From an optimization exercise on the open Yosys and OpenROAD flow, aimed at small area, a short achievable clock period and few clock cycles; shortcuts taken in it are not production practice.
Function was checked by simulation only, so behaviour that the tests miss may differ from the original.
Power figures rest on the tool's default switching activity, not on a simulated workload.

==> v22: inputs <==
## rs_codec
module rs_codec (
    input  wire       clk,
    input  wire       rst_n,
    input  wire       cmd_valid,
    output wire       cmd_ready,
    input  wire       cmd_op,
    input  wire [3:0] cmd_lvl,
    input  wire [7:0] cmd_len,
    input  wire       in_valid,
    output wire       in_ready,
    input  wire [7:0] in_data,
    output wire       out_valid,
    input  wire       out_ready,
    output wire [7:0] out_data,
    output reg        done,
    output reg  [3:0] err,
    output reg  [7:0] out_len
);
  localparam [3:0] ERR_NONE          = 4'd0;
  localparam [3:0] ERR_INVALID_INPUT = 4'd1;
  localparam [3:0] ERR_UNCORRECTABLE = 4'd3;
  reg        a_v;        
  reg        a_r;        
  reg        a_op;
  reg        a_lok;      
  reg  [2:0] a_lvl;      
  reg  [7:0] a_len;
  reg        cmd_rdy;
  reg        d_inv;      
  reg        d_enc0;     
  reg        d_e1;       
  reg        in_rdy;
  reg        v0, ibv, ib2v;
  reg  [7:0] ib0, ib, ib2;
  reg  [7:0] par [0:63];  
  reg        ph_out;                  
  reg  [6:0] ocnt;                    
  reg        oc16, oc32;              
  reg        o1;                      
  reg  [7:0] oq0, oq1;                
  reg        q0v, q1v;                
  reg        osh;                     
  reg        ph_in, ph_fin;           
  reg        bop, binv;
  reg        l1, l2, l3;              
  reg        pfx;                     
  reg  [7:0] bcnt;                    
  reg        b1;                      
  reg  [7:0] bolen;                   
  reg        bz, bo1;                 
  reg  [15:1] flo, fhi;               
  reg  [15:1] llo, lhi;               
  reg        rclr;                    
  reg        f2, nzr;                 
  assign cmd_ready = cmd_rdy;
  assign in_ready  = in_rdy;
  assign out_valid = q0v;
  assign out_data  = oq0;
  ...
Settings: LEC_CHECK=0, CAP_MARGIN=20, CORE_MARGIN=2, CORE_UTILIZATION=30, CTS_BUF_LIST=sky130_fd_sc_hd__clkbuf_16, CTS_CLUSTER_DIAMETER=60, CTS_CLUSTER_SIZE=20, PLACE_DENSITY=0.5, SETUP_SLACK_MARGIN=2.6, SLEW_MARGIN=20; clock period 5.0 ns.
run.sh (not shown) runs the stock make flow with config.mk's settings and CLKGATE_MAP_FILE= SYNTH_SCRIPT=/design/flow/synth_recipe.tcl, a recipe that flattens the netlist after the stock synthesis.
==> inputs of v7, as changes to v22 <==
--- a/flow/design.v
+++ b/flow/design.v
@@ -34,15 +34,13 @@
   reg  [7:0] ib0, ib, ib2;
   reg  [7:0] par [0:63];  
   reg        ph_out;                  
   reg  [6:0] ocnt;                    
   reg        oc16, oc32;              
   reg        o1;                      
-  reg  [7:0] oq0, oq1;                
-  reg        q0v, q1v;                
-  reg        osh;                     
+  reg        out_v;
   reg        ph_in, ph_fin;           
   reg        bop, binv;
   reg        l1, l2, l3;              
   reg        pfx;                     
   reg  [7:0] bcnt;                    
   reg        b1;                      
@@ -51,18 +49,18 @@
   reg  [15:1] flo, fhi;               
   reg  [15:1] llo, lhi;               
   reg        rclr;                    
   reg        f2, nzr;                 
   assign cmd_ready = cmd_rdy;
   assign in_ready  = in_rdy;
-  assign out_valid = q0v;
-  assign out_data  = oq0;
+  assign out_valid = out_v;
+  assign out_data  = par[0];
   wire cmd_fire = cmd_valid & cmd_rdy;
   wire in_fire  = in_valid & in_rdy;
-  wire out_fire = q0v & out_ready;
-  wire       step    = ph_out ? (osh & (~(ph_in & bop) | ibv)) : (ph_in & ibv);
+  wire out_fire = out_v & out_ready;
+  wire       step    = (ph_out & out_v & out_ready) | (~ph_out & ph_in & ibv);
   wire       cons    = ph_in & ibv & step;    
   wire       clr     = ph_fin | rclr;
   wire       hold    = ~step & ~clr;
   wire [7:0] inj     = {8{cons & bop}} & ib;  
   wire [511:0] prod;
   wire [15:1]  plo, phi;              
@@ -904,21 +902,12 @@
   wire       pfx_end  = cons & b1 & pfx;
   wire       enc_end  = last_in & ~bop;             
   wire       last_out = out_fire & o1;
   wire [6:0] b_ns     = l1 ? 7'd16 : l2 ? 7'd32 : 7'd64;
   wire       o_act_n  = (ph_out & ~last_out) | enc_end;
   wire       ld_e0    = load & ~d_inv & d_enc0;     
-  wire       opop     = out_fire;
-  wire       push     = ph_out & step;
-  wire       q_n0     = opop ? q1v : q0v;           
-  wire       q_n1     = ~opop & q1v;                
-  wire [6:0] ocnt_n   = ld_e0 ? a_ns[6:0] : enc_end ? b_ns : ocnt - {6'd0, opop};
-  wire       qv0_n    = q_n0 | push;
-  wire       qv1_n    = (q_n0 & q_n1) | (q_n0 & push);
-  wire [1:0] qc_n     = {1'b0, qv0_n} + {1'b0, qv1_n};
-  wire       osh_n    = (o_act_n | ld_e0) & ~qv1_n & (ocnt_n > {5'd0, qc_n});
   wire       ph_in_n = load ? (~d_inv & ~d_enc0) : (ph_in & ~last_in);
   wire       bop_n   = load ? a_op : bop;
   wire       pop     = cons;
   wire       h_v     = pop ? ib2v : ibv;
   wire       t_v     = ~pop & ib2v;
   wire       mv      = v0 & ~t_v;
@@ -959,15 +948,13 @@
       flo     <= 15'h0;
       fhi     <= 15'h0;
       ph_in   <= 1'b0;
       ph_out  <= 1'b0;
       ph_fin  <= 1'b0;
       f2      <= 1'b0;
-      q0v     <= 1'b0;
-      q1v     <= 1'b0;
-      osh     <= 1'b0;
+      out_v   <= 1'b0;
       done    <= 1'b0;
     end else begin
       cmd_rdy <= ~a_v_n;
       a_v     <= a_v_n;
       a_r     <= a_v & ~load;
       if (cmd_fire) begin
@@ -1003,18 +990,13 @@
       end else if (out_fire) begin
         ocnt <= ocnt - 7'd1;
         o1   <= (ocnt == 7'd2);
         oc16 <= (ocnt <= 7'd17);
         oc32 <= (ocnt <= 7'd33);
       end
-      q0v <= q_n0 | push;
-      q1v <= (q_n0 & q_n1) | (q_n0 & push);
-      if (q_n0) oq0 <= opop ? oq1 : oq0;
-      else      oq0 <= par[0];
-      if (~q_n1) oq1 <= par[0];
-      osh <= osh_n;
+      out_v  <= (o_act_n & (~ph_in_n | ~bop_n | ibv_n | (out_v & ~out_fire))) | ld_e0;
       if (last_out) done <= 1'b1;
       if (enc_end) begin
         err     <= ERR_NONE;
         out_len <= bolen;
       end
       if (ld_e0) begin
CORE_UTILIZATION = 40   (was 30)
PLACE_DENSITY = unset   (was 0.5)
SETUP_SLACK_MARGIN = 2.7   (was 2.6)
==> run_results.csv <==
group,metric,value,unit
synth,seq_area_frac_synth,39.8,%
synth,synth_fa_ha_area_share,0.695,%
pwr,switchingPower,3.40,mW
drt,drt_pass1_iterations,11,
pwr,ir_drop,0.000235,V
pwr,power_frac_comb,4.9,%
finish,buffers,179,
worst_setup_path,cp_slowest_stage_delay,0.47,ns
place,place_area,39000,sq um
run_status,status,"no timing/DRC/antenna violations",
Source of the figures above: v22

==> run_results.csv <==
group,metric,value,unit
run_status,status,"no timing/DRC/antenna violations",
pwr,ir_drop,0.000325,V
pwr,power_frac_comb,4.8,%
pwr,switchingPower,3.25,mW
drt,drt_pass1_iterations,15,
finish,buffers,251,
place,place_area,37800,sq um
synth,seq_area_frac_synth,39.2,%
synth,synth_fa_ha_area_share,0.485,%
Source of the figures above: v7

Testbench counts of v22, summed over its fixed seeds: cycles 42,422.
Testbench counts of v7, summed over its fixed seeds: cycles 42,264.

========
==> run a <==
Another version of the RTL of rs_codec (not shown whole).
## rs_codec
module rs_codec (
    input  wire       clk,
    input  wire       rst_n,
    input  wire       cmd_valid,
    output wire       cmd_ready,
    input  wire       cmd_op,
    input  wire [3:0] cmd_lvl,
    input  wire [7:0] cmd_len,
    input  wire       in_valid,
    output wire       in_ready,
    input  wire [7:0] in_data,
    output wire       out_valid,
    input  wire       out_ready,
    output wire [7:0] out_data,
    output reg        done,
    output reg  [3:0] err,
    output reg  [7:0] out_len
);
  localparam [3:0] ERR_NONE          = 4'd0;
  localparam [3:0] ERR_INVALID_INPUT = 4'd1;
  localparam [3:0] ERR_UNCORRECTABLE = 4'd3;
  reg        a_v;        
  reg        a_r;        
  reg        a_op;
  reg        a_lok;      
  reg  [2:0] a_lvl;      
  reg  [7:0] a_len;
  reg        cmd_rdy;
  reg        d_inv;      
  reg        d_enc0;     
  reg        in_rdy;
  reg        v0, ibv, ib2v;
  reg  [7:0] ib0, ib, ib2;
  reg  [7:0] par [0:63];  
  reg        ph_out;                  
  reg  [6:0] ocnt;                    
  reg        o1;                      
  reg        out_v;
  reg        ph_in, ph_fin;           
  reg        bop, binv;
  reg        l1, l2, l3;              
  reg        pfx;                     
  reg  [7:0] bcnt;                    
  reg        b1;                      
  reg  [7:0] bolen;                   
  reg        bz, bo1;                 
  reg  [15:1] flo, fhi;               
  reg  [7:0] fbl;                     
  reg        rclr;                    
  assign cmd_ready = cmd_rdy;
  assign in_ready  = in_rdy;
  assign out_valid = out_v;
  assign out_data  = par[0];
  wire cmd_fire = cmd_valid & cmd_rdy;
  wire in_fire  = in_valid & in_rdy;
  wire out_fire = out_v & out_ready;
  ...
clock: 5.0 ns
lec_check: 0
cap_margin: 20
core_margin: 2
core_utilization: 30
cts_buf_list: sky130_fd_sc_hd__clkbuf_16
cts_cluster_diameter: 60
cts_cluster_size: 20
setup_slack_margin: 2.0
slew_margin: 20
==> run b (differences from run a) <==
--- a/flow/design.v
+++ b/flow/design.v
@@ -24,47 +24,50 @@
   reg        a_op;
   reg        a_lok;      
   reg  [2:0] a_lvl;      
   reg  [7:0] a_len;
   reg        cmd_rdy;
   reg        d_inv;      
   reg        d_enc0;     
+  reg        d_e1;       
   reg        in_rdy;
   reg        v0, ibv, ib2v;
   reg  [7:0] ib0, ib, ib2;
   reg  [7:0] par [0:63];  
   reg        ph_out;                  
   reg  [6:0] ocnt;                    
+  reg        oc16, oc32;              
   reg        o1;                      
   reg        out_v;
   reg        ph_in, ph_fin;           
   reg        bop, binv;
   reg        l1, l2, l3;              
   reg        pfx;                     
   reg  [7:0] bcnt;                    
   reg        b1;                      
   reg  [7:0] bolen;                   
   reg        bz, bo1;                 
   reg  [15:1] flo, fhi;               
-  reg  [7:0] fbl;                     
+  reg  [15:1] llo, lhi;               
   reg        rclr;                    
+  reg        f2, nzr;                 
   assign cmd_ready = cmd_rdy;
   assign in_ready  = in_rdy;
   assign out_valid = out_v;
   assign out_data  = par[0];
   wire cmd_fire = cmd_valid & cmd_rdy;
   wire in_fire  = in_valid & in_rdy;
   wire out_fire = out_v & out_ready;
   wire       step    = (ph_out & out_v & out_ready) | (~ph_out & ph_in & ibv);
   wire       cons    = ph_in & ibv & step;    
   wire       clr     = ph_fin | rclr;
   wire       hold    = ~step & ~clr;
   wire [7:0] inj     = {8{cons & bop}} & ib;  
   wire [511:0] prod;
-  wire [7:0]   prodl;
+  wire [15:1]  plo, phi;              
   wire [255:0] lf;
   assign lf[0] = 1'b0;
   assign lf[1] = flo[1];
   assign lf[2] = flo[2];
   assign lf[3] = flo[3];
   assign lf[4] = flo[4];
   assign lf[5] = flo[5];
@@ -826,22 +829,44 @@
   assign prod[505] = (l3 & lf[254]);
   assign prod[506] = (l3 & lf[3]);
   assign prod[507] = (l3 & lf[248]);
   assign prod[508] = (l3 & lf[15]);
   assign prod[509] = (l3 & lf[31]);
   assign prod[510] = (l3 & lf[63]);
   assign prod[511] = (l3 & lf[127]);
-  assign prodl[0] = (l1 & (^(fbl & 8'h39))) | (l2 & (^(fbl & 8'h1C))) | (l3 & (^(fbl & 8'h27)));
-  assign prodl[1] = (l1 & (^(fbl & 8'h73))) | (l2 & (^(fbl & 8'h38))) | (l3 & (^(fbl & 8'h4E)));
-  assign prodl[2] = (l1 & (^(fbl & 8'hDE))) | (l2 & (^(fbl & 8'h6D))) | (l3 & (^(fbl & 8'hBA)));
-  assign prodl[3] = (l1 & (^(fbl & 8'h85))) | (l2 & (^(fbl & 8'hC6))) | (l3 & (^(fbl & 8'h52)));
-  assign prodl[4] = (l1 & (^(fbl & 8'h33))) | (l2 & (^(fbl & 8'h91))) | (l3 & (^(fbl & 8'h82)));
-  assign prodl[5] = (l1 & (^(fbl & 8'h67))) | (l2 & (^(fbl & 8'h23))) | (l3 & (^(fbl & 8'h04)));
-  assign prodl[6] = (l1 & (^(fbl & 8'hCE))) | (l2 & (^(fbl & 8'h47))) | (l3 & (^(fbl & 8'h09)));
-  assign prodl[7] = (l1 & (^(fbl & 8'h9C))) | (l2 & (^(fbl & 8'h8E))) | (l3 & (^(fbl & 8'h13)));
+  assign plo[1] = (l1 & (llo[9] ^ lhi[3])) | (l2 & (llo[12] ^ lhi[1])) | (l3 & (llo[7] ^ lhi[2]));
+  assign plo[2] = (l1 & (llo[3] ^ lhi[7])) | (l2 & (llo[8] ^ lhi[3])) | (l3 & (llo[14] ^ lhi[4]));
+  assign plo[3] = (l1 & (llo[10] ^ lhi[4])) | (l2 & (llo[4] ^ lhi[2])) | (l3 & (llo[9] ^ lhi[6]));
+  assign plo[4] = (l1 & (llo[14] ^ lhi[13])) | (l2 & (llo[13] ^ lhi[6])) | (l3 & (llo[10] ^ lhi[11]));
+  assign plo[5] = (l1 & (llo[7] ^ lhi[14])) | (l2 & (llo[1] ^ lhi[7])) | (l3 & (llo[13] ^ lhi[9]));
+  assign plo[6] = (l1 & (llo[13] ^ lhi[10])) | (l2 & (llo[5] ^ lhi[5])) | (l3 & (llo[4] ^ lhi[15]));
+  assign plo[7] = (l1 & (llo[4] ^ lhi[9])) | (l2 & (llo[9] ^ lhi[4])) | (l3 & (llo[3] ^ lhi[13]));
+  assign plo[8] = (l1 & (llo[5] ^ lhi[8])) | (l2 & (llo[6] ^ lhi[12])) | (l3 & (llo[2] ^ lhi[5]));
+  assign plo[9] = (l1 & (llo[12] ^ lhi[11])) | (l2 & (llo[10] ^ lhi[13])) | (l3 & (llo[5] ^ lhi[7]));
+  assign plo[10] = (l1 & (llo[6] ^ lhi[15])) | (l2 & (llo[14] ^ lhi[15])) | (l3 & (llo[12] ^ lhi[1]));
+  assign plo[11] = (l1 & (llo[15] ^ lhi[12])) | (l2 & (llo[2] ^ lhi[14])) | (l3 & (llo[11] ^ lhi[3]));
+  assign plo[12] = (l1 & (llo[11] ^ lhi[5])) | (l2 & (llo[11] ^ lhi[10])) | (l3 & (llo[8] ^ lhi[14]));
+  assign plo[13] = (l1 & (llo[2] ^ lhi[6])) | (l2 & (llo[7] ^ lhi[11])) | (l3 & (llo[15] ^ lhi[12]));
+  assign plo[14] = (l1 & (llo[8] ^ lhi[2])) | (l2 & (llo[3] ^ lhi[9])) | (l3 & (llo[6] ^ lhi[10]));
+  assign plo[15] = (l1 & (llo[1] ^ lhi[1])) | (l2 & (llo[15] ^ lhi[8])) | (l3 & (llo[1] ^ lhi[8]));
+  assign phi[1] = (l1 & (llo[3] ^ lhi[3])) | (l2 & (llo[1] ^ lhi[9])) | (l3 & (llo[2] ^ lhi[8]));
+  assign phi[2] = (l1 & (llo[7] ^ lhi[6])) | (l2 & (llo[3] ^ lhi[2])) | (l3 & (llo[4]));
+  assign phi[3] = (l1 & (llo[4] ^ lhi[5])) | (l2 & (llo[2] ^ lhi[11])) | (l3 & (llo[6] ^ lhi[8]));
+  assign phi[4] = (l1 & (llo[14] ^ lhi[12])) | (l2 & (llo[7] ^ lhi[4])) | (l3 & (llo[9]));
+  assign phi[5] = (l1 & (llo[13] ^ lhi[15])) | (l2 & (llo[6] ^ lhi[13])) | (l3 & (llo[11] ^ lhi[8]));
+  assign phi[6] = (l1 & (llo[9] ^ lhi[10])) | (l2 & (llo[4] ^ lhi[6])) | (l3 & (llo[13]));
+  assign phi[7] = (l1 & (llo[10] ^ lhi[9])) | (l2 & (llo[5] ^ lhi[15])) | (l3 & (llo[15] ^ lhi[8]));
+  assign phi[8] = (l1 & (llo[12] ^ lhi[9])) | (l2 & (llo[14] ^ lhi[8])) | (l3 & (llo[3] ^ lhi[1]));
+  assign phi[9] = (l1 & (llo[15] ^ lhi[10])) | (l2 & (llo[15] ^ lhi[1])) | (l3 & (llo[1] ^ lhi[9]));
+  assign phi[10] = (l1 & (llo[11] ^ lhi[15])) | (l2 & (llo[13] ^ lhi[10])) | (l3 & (llo[7] ^ lhi[1]));
+  assign phi[11] = (l1 & (llo[8] ^ lhi[12])) | (l2 & (llo[12] ^ lhi[3])) | (l3 & (llo[5] ^ lhi[9]));
+  assign phi[12] = (l1 & (llo[2] ^ lhi[5])) | (l2 & (llo[9] ^ lhi[12])) | (l3 & (llo[10] ^ lhi[1]));
+  assign phi[13] = (l1 & (llo[1] ^ lhi[6])) | (l2 & (llo[8] ^ lhi[5])) | (l3 & (llo[8] ^ lhi[9]));
+  assign phi[14] = (l1 & (llo[5] ^ lhi[3])) | (l2 & (llo[10] ^ lhi[14])) | (l3 & (llo[14] ^ lhi[1]));
+  assign phi[15] = (l1 & (llo[6])) | (l2 & (llo[11] ^ lhi[7])) | (l3 & (llo[12] ^ lhi[9]));
   genvar g;
   generate
     for (g = 0; g < 64; g = g + 1) begin : slot
       wire [7:0] sin;
       if (g == 15) begin : s15
         assign sin = ({8{l2 | l3}} & par[16]) ^ ({8{l1}} & inj);
       end else if (g == 31) begin : s31
@@ -863,18 +888,19 @@
     for (n = 0; n < 64; n = n + 1)
       nz = nz | (|par[n]);
   end
   wire [7:0] a_ns    = a_lvl[0] ? 8'd16 : a_lvl[1] ? 8'd32 : 8'd64;
   wire       a_inv   = ~a_lok | (a_op ? (a_len < a_ns) : ({1'b0, a_len} + {1'b0, a_ns} > 9'd255));
   wire [7:0] a_olen  = a_op ? a_len - a_ns : a_len + a_ns;
   wire [7:0] a_cnt   = a_op ? a_ns : a_len;
-  wire       o_fit  = a_lvl[0] ? (ocnt <= 7'd16) : a_lvl[1] ? (ocnt <= 7'd32) : 1'b1;
+  wire       o_fit  = a_lvl[0] ? oc16 : a_lvl[1] ? oc32 : 1'b1;
   wire       load   = a_r & ~ph_in
                     & (~ph_out | (a_op & ~d_inv & o_fit))
-                    & (~d_enc0 | (~ph_fin & ~ph_out));
+                    & (~d_enc0 | (~ph_fin & ~f2 & ~ph_out))
+                    & ~(ph_fin & (d_inv | d_e1));
   wire       a_v_n  = (a_v & ~load) | cmd_fire;
   wire       last_in  = cons & b1 & (~pfx | bz);
   wire       pfx_end  = cons & b1 & pfx;
   wire       enc_end  = last_in & ~bop;             
   wire       last_out = out_fire & o1;
   wire [6:0] b_ns     = l1 ? 7'd16 : l2 ? 7'd32 : 7'd64;
   wire       o_act_n  = (ph_out & ~last_out) | enc_end;
@@ -889,73 +915,87 @@
   wire       ib2v_n  = t_v | (h_v & mv);
   wire       v0_n    = in_fire | (v0 & ~mv);
   wire       stin    = ph_in & ibv;
   wire       fbm_n   = load ? (~d_inv & ~d_enc0 & ~a_op)
                             : (ph_in & ~last_in & (~pfx | pfx_end));
   wire [7:0] hd_n    = (stin ? ib2v : ibv) ? (stin ? ib2 : ib) : ib0;
   wire [7:0] base0   = stin ? par[1] : ({8{~clr}} & par[0]);
-  wire [7:0] fbf     = ({8{~bop_n}} & hd_n) ^ base0 ^ ({8{stin}} & prodl);
+  wire       fe_n    = load ? (~d_inv & ~d_enc0 & ~a_op)
+                            : (ph_in & ~last_in & (~pfx | pfx_end) & ~bop);
   wire [15:1] flo_n, fhi_n;
   genvar k;
   generate
     for (k = 1; k < 16; k = k + 1) begin : nib
-      assign flo_n[k] = fbm_n & (^(fbf[3:0] & k));
-      assign fhi_n[k] = fbm_n & (^(fbf[7:4] & k));
+      assign flo_n[k] = (fbm_n & ((^(base0[3:0] & k)) ^ (stin & plo[k])))
+                      ^ (fe_n & (^(hd_n[3:0] & k)));
+      assign fhi_n[k] = (fbm_n & ((^(base0[7:4] & k)) ^ (stin & phi[k])))
+                      ^ (fe_n & (^(hd_n[7:4] & k)));
     end
   endgenerate
   always @(posedge clk) rclr <= ~rst_n;
-  always @(posedge clk) fbl <= {8{fbm_n}} & fbf;
+  always @(posedge clk) begin
+    llo <= flo_n;
+    lhi <= fhi_n;
+  end
   always @(posedge clk) begin
     if (!rst_n) begin
       a_v     <= 1'b0;
       a_r     <= 1'b0;
       cmd_rdy <= 1'b0;
       in_rdy  <= 1'b0;
       v0      <= 1'b0;
       ibv     <= 1'b0;
       ib2v    <= 1'b0;
       flo     <= 15'h0;
       fhi     <= 15'h0;
       ph_in   <= 1'b0;
       ph_out  <= 1'b0;
       ph_fin  <= 1'b0;
+      f2      <= 1'b0;
       out_v   <= 1'b0;
       done    <= 1'b0;
     end else begin
       cmd_rdy <= ~a_v_n;
       a_v     <= a_v_n;
       a_r     <= a_v & ~load;
       if (cmd_fire) begin
         a_op  <= cmd_op;
         a_lok <= (cmd_lvl == 4'd1) | (cmd_lvl == 4'd2) | (cmd_lvl == 4'd3);
         a_lvl <= {cmd_lvl[1:0] == 2'd3, cmd_lvl[1:0] == 2'd2, cmd_lvl[1:0] == 2'd1};
         a_len <= cmd_len;
       end
       d_inv  <= a_inv;
       d_enc0 <= ~a_op & (a_len == 8'd0);
+      d_e1   <= ~a_op & (a_len == 8'd1);
       v0     <= v0_n;
       ibv    <= ibv_n;
       ib2v   <= ib2v_n;
       if (in_fire) ib0 <= in_data;
       ib     <= h_v ? (pop ? ib2 : ib) : ib0;
       if (~t_v) ib2 <= ib0;
       in_rdy <= ~(v0_n & ibv_n & ib2v_n);
       flo    <= flo_n;
       fhi    <= fhi_n;
       done   <= 1'b0;
       ph_out <= o_act_n | ld_e0;
       if (ld_e0) begin
         ocnt <= a_ns[6:0];
         o1   <= 1'b0;
+        oc16 <= a_lvl[0];
+        oc32 <= ~a_lvl[2];
       end else if (enc_end) begin
         ocnt <= b_ns;
         o1   <= 1'b0;
+        oc16 <= l1;
+        oc32 <= ~l3;
       end else if (out_fire) begin
         ocnt <= ocnt - 7'd1;
         o1   <= (ocnt == 7'd2);
+        oc16 <= (ocnt <= 7'd17);
+        oc32 <= (ocnt <= 7'd33);
       end
       out_v  <= (o_act_n & (~ph_in_n | ~bop_n | ibv_n | (out_v & ~out_fire))) | ld_e0;
       if (last_out) done <= 1'b1;
       if (enc_end) begin
         err     <= ERR_NONE;
         out_len <= bolen;
       end
@@ -969,38 +1009,38 @@
         ph_fin <= d_inv;
         binv   <= d_inv;
         pfx    <= a_op;
         {l3, l2, l1} <= a_lvl;
         bcnt   <= a_cnt;
         b1     <= (a_cnt == 8'd1);
         bolen  <= a_olen;
-        bz     <= (a_olen == 8'd0);
-        bo1    <= (a_olen == 8'd1);
+        bz     <= a_op & (a_len == a_ns);
+        bo1    <= a_op & (a_len == a_ns + 8'd1);
       end else begin
         if (cons) begin
           if (pfx_end) begin
             pfx  <= 1'b0;
             bcnt <= bolen;
             b1   <= bo1;
           end else begin
             bcnt <= bcnt - 8'd1;
             b1   <= (bcnt == 8'd2);
           end
         end
         ph_fin <= last_in & bop;
       end
+      f2 <= ph_fin;
       if (ph_fin) begin
+        nzr     <= nz & ~binv;
+        err     <= binv ? ERR_INVALID_INPUT : ERR_NONE;
+        out_len <= binv ? 8'd0 : bolen;
+      end
+      if (f2) begin
         done <= 1'b1;
-        if (binv) begin
-          err     <= ERR_INVALID_INPUT;
-          out_len <= 8'd0;
-        end else if (nz) begin
+        if (nzr) begin
           err     <= ERR_UNCORRECTABLE;
           out_len <= 8'd0;
-        end else begin
-          err     <= ERR_NONE;
-          out_len <= bolen;
         end
       end
     end
   end
 endmodule
- PLACE_DENSITY: not set -> 0.5
- SETUP_SLACK_MARGIN: 2.0 -> 2.75
==> summary of the runs <==
Run b completed without violations. Run a finished clean.
Of run b and run a, run b has the higher non-clock buffer count (gap 177).
Against run a, the count of clock-buffer cells in the layout of run b is higher by 19.
Of run b and run a, run b has the higher core utilization (gap 3.0 points).
Between run a and run b, the lower clock skew is in run b (gap 19 ps).
Between run a and run b, the lower die area is in run a (gap about 8%, measured against run b).
Of run a and run b, run b has the higher global-route usage (gap 2.6 points).
Between run a and run b, the lower synthesized cell count is in run a (gap about 7.5%, measured against run b).
Combinational power: run a is smaller than run b (16%).
In run a the clock power is smaller than in run b, by about 22%.
Of run a and run b, run b has the higher via count (gap 12%, measured against run b).
Of run a and run b, run b has the higher hold slack (gap 40 ps).
Testbench counts of run a, summed over its fixed seeds: cycles 42,257.
Testbench counts of run b, summed over its fixed seeds: cycles 42,264.

-- afterwards: timing with drivers on the ports --
The flow's constraints put no driver on any port. The routed layouts listed below were extracted and timed again, unchanged, in two steps.
Step 1 (the two cells are an assumption about what drives the block):
set clk [get_ports {clk}]
set_driving_cell -lib_cell sky130_fd_sc_hd__clkbuf_16 $clk
set_driving_cell -lib_cell sky130_fd_sc_hd__buf_2 [delete_from_list [all_inputs] $clk]
Step 2 adds t to the input delays and takes it off the output delays; t is the mean of the earliest and latest rising clock arrival at the registers after step 1. Input paths then give back, and output paths get back, about the clock's delay inside the block.
Three values: ideal ports, drivers, drivers and shift; two values: the first two.
| run | t, ns | setup slack, ns | worst setup path at the end | latest minus earliest clock arrival (ns) |
|---|---|---|---|---|
| v22 | 0.769 | 2.531 / 2.499 / 2.019 | input to register | 0.054 / 0.054 |
| v7 | 0.746 | 2.461 / 2.461 / 2.022 | input to register | 0.032 / 0.032 |
| run a | 0.714 | 1.900 / 1.900 / 1.481 | input to register | 0.064 / 0.064 |
| run b | 0.740 | 2.526 / 2.526 / 1.990 | input to register | 0.044 / 0.043 |
After both steps every run listed still meets setup and hold. For run b, which loses most, drivers alone change the setup slack by 0.000 ns; drivers and shift together by -0.536 ns.
